Background: an optimization exercise with open tools, aiming at small area, a short achievable clock period and few clock cycles. Do not read the settings as production practice.
Power is estimated from default activity; no workload was simulated.

Setup of job 202:
==> flow/design.v <==
module phpb_serial (
    input  wire        clk,
    input  wire        rst,             
    input  wire        cfg_guard_en,    
    input  wire [16:0] cfg_max_len,     
    input  wire        cfg_drop_zero,   
    input  wire        rx_in_valid,
    output wire        rx_in_ready,
    input  wire [7:0]  rx_in_data,
    input  wire        rx_in_last,      
    output wire        rx_out_valid,
    input  wire        rx_out_ready,
    output wire [7:0]  rx_out_data,
    output wire        rx_out_sop,
    output wire        rx_out_eop,
    output wire [47:0] rx_out_hdr,      
    output wire [16:0] rx_out_tlen,     
    input  wire        tx_in_valid,
    output wire        tx_in_ready,
    input  wire [7:0]  tx_in_data,
    output wire        tx_out_valid,
    input  wire        tx_out_ready,
    output wire [7:0]  tx_out_data,
    output reg  [15:0] cnt_rx_pkt,
    output reg  [15:0] cnt_malformed,
    output reg  [15:0] cnt_zero_drop
);
    wire       bw       = (cfg_max_len[7:0] < 8'd7);
    reg  [7:0] m_lo;        
    always @(posedge clk)
        m_lo <= cfg_max_len[7:0] - 8'd7;
    wire       g_never  = !cfg_guard_en || (cfg_max_len >= 17'd65542);   
    wire       g_always = cfg_guard_en && (cfg_max_len < 17'd7);         
    reg       rdy;
    reg       ib_v, i2_v;
    reg [7:0] ib_d, i2_d;
    reg       ib_l, i2_l;
    reg       ib_ff, i2_ff;
    reg       ib_00, i2_00;
    reg       ib_gt, i2_gt;     
    wire take  = rx_in_valid && rdy;
    wire in_ff = (rx_in_data == 8'hFF);
    wire in_00 = (rx_in_data == 8'h00);
    wire in_gt = (rx_in_data > m_lo);
    assign rx_in_ready = rdy;
    reg        pend;        
    reg        body;        
    reg        disc;        
    reg        drop;        
    reg [2:0]  hc;          
    reg [4:0]  tt;          
    reg [4:0]  ct;          
    reg [39:0] sr;          
    reg        tl_a, tl_b;  
    reg        zf;          
    reg [16:0] remain;      
    reg        rend;        
    reg        ov, osop, oeop;
    reg [7:0]  od;
    reg        ev_pkt, ev_mal, ev_zero;
    wire hdr = !body && !disc;
    wire other  = !ib_ff && !ib_00;
    wire absorb = !pend && ib_ff;           
    wire split  = pend && other;            
    wire [7:0] tdata = pend ? {8{!ib_00}} : ib_d;
    wire tlast  = ib_l && !split;
    wire [8:0] tdata_p1 = {1'b0, tdata} + 9'd1;
    wire tgt_lo = split ? (m_lo != 8'hFF) : ib_gt;
    wire too_long = tl_a || (tl_b && tgt_lo);
    wire [4:0] tsel = tt & ~{1'b0, tt[4:1]};
    wire [7:0] top_byte = ({8{tsel[0]}} & sr[7:0])   | ({8{tsel[1]}} & sr[15:8])  |
                          ({8{tsel[2]}} & sr[23:16]) | ({8{tsel[3]}} & sr[31:24]) |
                          ({8{tsel[4]}} & sr[39:32]);
    wire [16:0] tlen_new = {1'b0, sr[7:0], tdata} + 17'd7;
    reg  [16:0] rflip;
    integer ri;
    always @(*) begin
        rflip[0] = 1'b1;
        for (ri = 1; ri < 17; ri = ri + 1)
            rflip[ri] = rflip[ri-1] && !remain[ri-1];
    end
    wire hc5   = (hc == 3'd5);
    wire ofree = !ov || rx_out_ready;
    wire acc0 = ib_v && (absorb || disc ||
                         (hdr  && (hc5 ? (!ct[0] && !ov) : (!tt[4] || (!ov && ct[0])))) ||
                         (body && (drop || !ov || (!tt[4] && !osop))));
    wire acc1 = ib_v && !absorb && ((hdr && (hc5 ? !ct[0] : ct[0])) || body);
    wire acc  = acc0 || (rx_out_ready && acc1);
    wire tok      = acc && !absorb;             
    wire push     = tok && (hdr || (body && !drop));
    wire complete = tok && hdr && hc5;
    wire zdrop    = zf;
    wire hdr_ok   = complete && !too_long && !zdrop;
    wire hdr_bad  = complete && too_long;
    wire btok     = tok && body;
    wire body_end = btok && rend;
    wire cons     = acc && !split;
    wire load     = ofree && (ct[0] || hdr_ok);
    wire bpush    = push && body;
    wire       n_pend = acc ? absorb : pend;
    wire       n_body = complete ? !too_long : (body && !body_end);
    wire       n_disc = complete ? (too_long && !tlast) : (disc && !(acc && tlast));
    wire       n_drop = complete ? zdrop : drop;
    wire [2:0] n_hc   = complete ? 3'd0 : ((tok && hdr) ? hc + 3'd1 : hc);
    wire       n_ov   = load || (ov && !rx_out_ready);
    wire [4:0] n_tt   = (complete && !hdr_ok) ? 5'd0 :
                        (push && !load)      ? {tt[3:0], 1'b1} :
                        (load && !push)      ? {1'b0, tt[4:1]} : tt;
    wire [4:0] n_ct   = hdr_ok              ? 5'b11111 :
                        (bpush && !load)     ? {ct[3:0], 1'b1} :
                        (load && !bpush)     ? {1'b0, ct[4:1]} : ct;
    wire       ib_free = !ib_v || cons;
    wire       n_ibv   = ib_free ? (i2_v || take) : 1'b1;
    wire       n_i2v   = !ib_free && (i2_v || take);
    always @(posedge clk) begin
        if (ib_free) begin
            if (i2_v) begin
                ib_d  <= i2_d;
                ib_l  <= i2_l;
                ib_ff <= i2_ff;
                ib_00 <= i2_00;
                ib_gt <= i2_gt;
            end else if (take) begin
                ib_d  <= rx_in_data;
                ib_l  <= rx_in_last;
                ib_ff <= in_ff;
                ib_00 <= in_00;
                ib_gt <= in_gt;
            end
        end else if (take) begin
            i2_d  <= rx_in_data;
            i2_l  <= rx_in_last;
            i2_ff <= in_ff;
            i2_00 <= in_00;
            i2_gt <= in_gt;
        end
        if (push)
            sr <= {sr[31:0], tdata};
        if (tok && hdr) begin
            if (hc == 3'd0) zf <= cfg_drop_zero && (tdata == 8'h00);
            if (hc == 3'd4) begin
                tl_a <= g_always || (!g_never && (bw ? ({1'b0, tdata} >= cfg_max_len[16:8])
                                                     : ({1'b0, tdata} >  cfg_max_len[16:8])));
                tl_b <= !g_always && !g_never && (bw ? (tdata_p1 == cfg_max_len[16:8])
                                                     : ({1'b0, tdata} == cfg_max_len[16:8]));
            end
        end
        remain <= complete ? tlen_new : (remain ^ ({17{btok}} & rflip));
        if (complete)
            rend <= (sr[7:0] == 8'h00) && (tdata == 8'h00);
        else if (btok)
            rend <= (remain == 17'd8);
        if (load) begin
            od   <= top_byte;
            osop <= hdr_ok;
            oeop <= !body && ct[0] && !ct[1];
        end
        if (rst) begin
            rdy      <= 1'b1;
            ib_v     <= 1'b0;
            i2_v     <= 1'b0;
            pend     <= 1'b0;
            body     <= 1'b0;
            disc     <= 1'b0;
            drop     <= 1'b0;
            hc       <= 3'd0;
            tt       <= 5'd0;
            ct       <= 5'd0;
            ov       <= 1'b0;
            ev_pkt   <= 1'b0;
            ev_mal   <= 1'b0;
            ev_zero  <= 1'b0;
        end else begin
            rdy      <= !n_i2v;
            ib_v     <= n_ibv;
            i2_v     <= n_i2v;
            pend     <= n_pend;
            body     <= n_body;
            disc     <= n_disc;
            drop     <= n_drop;
            hc       <= n_hc;
            tt       <= n_tt;
            ct       <= n_ct;
            ov       <= n_ov;
            ev_pkt   <= body_end && !drop;
            ev_mal   <= hdr_bad;
            ev_zero  <= body_end && drop;
        end
    end
    always @(posedge clk) begin
        if (rst) begin
            cnt_rx_pkt    <= 16'd0;
            cnt_malformed <= 16'd0;
            cnt_zero_drop <= 16'd0;
        end else begin
            if (ev_pkt && cnt_rx_pkt != 16'hFFFF)
                cnt_rx_pkt <= cnt_rx_pkt + 16'd1;
            if (ev_mal && cnt_malformed != 16'hFFFF)
                cnt_malformed <= cnt_malformed + 16'd1;
            if (ev_zero && cnt_zero_drop != 16'hFFFF)
                cnt_zero_drop <= cnt_zero_drop + 16'd1;
        end
    end
    assign rx_out_valid = ov;
    assign rx_out_data  = od;
    assign rx_out_sop   = osop;
    assign rx_out_eop   = oeop;
    assign rx_out_hdr   = {od, sr};    
    assign rx_out_tlen  = remain;
    reg       trdy;
    reg       tov;
    reg [7:0] tod;
    reg       tpv, tpb;
    reg       sv;
    reg [7:0] sd;
    wire ttake  = tx_in_valid && trdy;
    wire tofree = !tov || tx_out_ready;
    wire in_sp  = (tx_in_data == 8'hFF) || (tx_in_data == 8'h00);
    wire sd_sp  = (sd == 8'hFF) || (sd == 8'h00);
    wire tdirect = tofree && !tpv && !sv;
    reg  n_sv;
    always @(*) begin
        n_sv = sv;
        if (tofree && !tpv && sv)
            n_sv = 1'b0;
        if (ttake && !tdirect)
            n_sv = 1'b1;
    end
    assign tx_in_ready = trdy;
    always @(posedge clk) begin
        if (tofree) begin
            if (tpv) begin
                tod <= {8{tpb}};
            end else if (sv) begin
                tod <= sd_sp ? 8'hFF : sd;
                tpb <= sd[0];
            end else if (ttake) begin
                tod <= in_sp ? 8'hFF : tx_in_data;
                tpb <= tx_in_data[0];
            end
        end
        if (ttake && !tdirect)
            sd <= tx_in_data;
        if (rst) begin
            trdy <= 1'b1;
            tov  <= 1'b0;
            tpv  <= 1'b0;
            sv   <= 1'b0;
        end else begin
            if (tofree) begin
                if (tpv) begin
                    tov <= 1'b1;
                    tpv <= 1'b0;
                end else if (sv) begin
                    tov <= 1'b1;
                    tpv <= sd_sp;
                end else if (ttake) begin
                    tov <= 1'b1;
                    tpv <= in_sp;
                end else begin
                    tov <= 1'b0;
                end
            end
            sv   <= n_sv;
            trdy <= !n_sv;
        end
    end
    assign tx_out_valid = tov;
    assign tx_out_data  = tod;
endmodule
clock: 6.0 ns
lec_check: 0
cap_margin: 20
core_margin: 2
core_utilization: 40
setup_slack_margin: 3.6
slew_margin: 20
standard.sh (not shown) runs the stock make flow with config.mk's settings and CLKGATE_MAP_FILE= SYNTH_SCRIPT=/design/flow/synth_recipe.tcl, a recipe that flattens the netlist after the stock synthesis.
==> flow/flow/run.sh <==
#!/bin/bash
# Standard layout, with the port buffers made from buf_2 cells instead of the
# resizer's default choice. Full tool output goes to flow_standard.log.
set -euo pipefail
export BUFFER_PORTS_ARGS="-buffer_cell sky130_fd_sc_hd__buf_2"
bash standard.sh > flow_standard.log 2>&1
--- input diff job 202..job 9289 ---
--- a/flow/design.v
+++ b/flow/design.v
@@ -124,13 +124,14 @@
                 ib_d  <= rx_in_data;
                 ib_l  <= rx_in_last;
                 ib_ff <= in_ff;
                 ib_00 <= in_00;
                 ib_gt <= in_gt;
             end
-        end else if (take) begin
+        end
+        if (!i2_v) begin
             i2_d  <= rx_in_data;
             i2_l  <= rx_in_last;
             i2_ff <= in_ff;
             i2_00 <= in_00;
             i2_gt <= in_gt;
         end
==> results.txt <==
Summary of the comparison: final standard cell count with taps included and fillers excluded is lower in job 9289, relative to job 202. Job 9289 vs job 202 — maximum clock skew at final layout rose 4.4 ps. Looking at fraction of final layout cells sized beyond drive strength 1, job 9289 sits 1.0 points below job 202. Job 9289 gives less non-clock buffer count than job 202 did. The higher number of placed instances, taps included of job 9289 and job 202 is in job 202. In job 9289, instance count of the mapped netlist is lower than in job 202. Going from job 202 to job 9289, part of the power in combinational logic about even; final-layout non-clock buffer area share dropped 1.6 points. Summary: with job 202 as the reference, synthesized area divided by synthesized cell count in job 9289 moved up by a few percent. On cell area, job 202 loses to job 9289. The average vias per placed instance in job 9289 was higher than what job 202 gave. Compared with job 202, post-detailed-route wirelength per cell in job 9289 decreased slightly. Routed wire length in job 9289 is 3.2% below job 202. Going from job 202 to job 9289, cell internal power dissipation grew slightly.
No run of this note included a check of the RTL's function; only the layout flow was run.

## port drivers added, routing unchanged
The results above use ideal ports. As a check the final layouts listed here were re-extracted and re-timed, cells and wires unchanged. Step 1 sets driving cells, clkbuf_16 on the clock port and buf_2 on the other inputs (assumed; they add their load-dependent delay and slew). Step 2 also shifts input and output timing later by t, the mid clock arrival at the registers, as if the neighbouring blocks saw the same clock. a / b / c = ideal / step 1 / step 2; a / b = the first two.
| run | t (ns) | slack for setup (ns) | hold slack, ns |
|---|---|---|---|
| job 202 | 0.481 | 3.484 / 3.463 / 2.982 | 0.489 / 0.489 / 0.489 |
| job 9289 | 0.478 | 3.519 / 3.525 / 3.047 | 0.471 / 0.471 / 0.471 |
After both steps setup and hold are still met in every run listed. The setup slack of job 202, which loses most, moves by -0.021 ns with the drivers and by -0.502 ns with both steps.
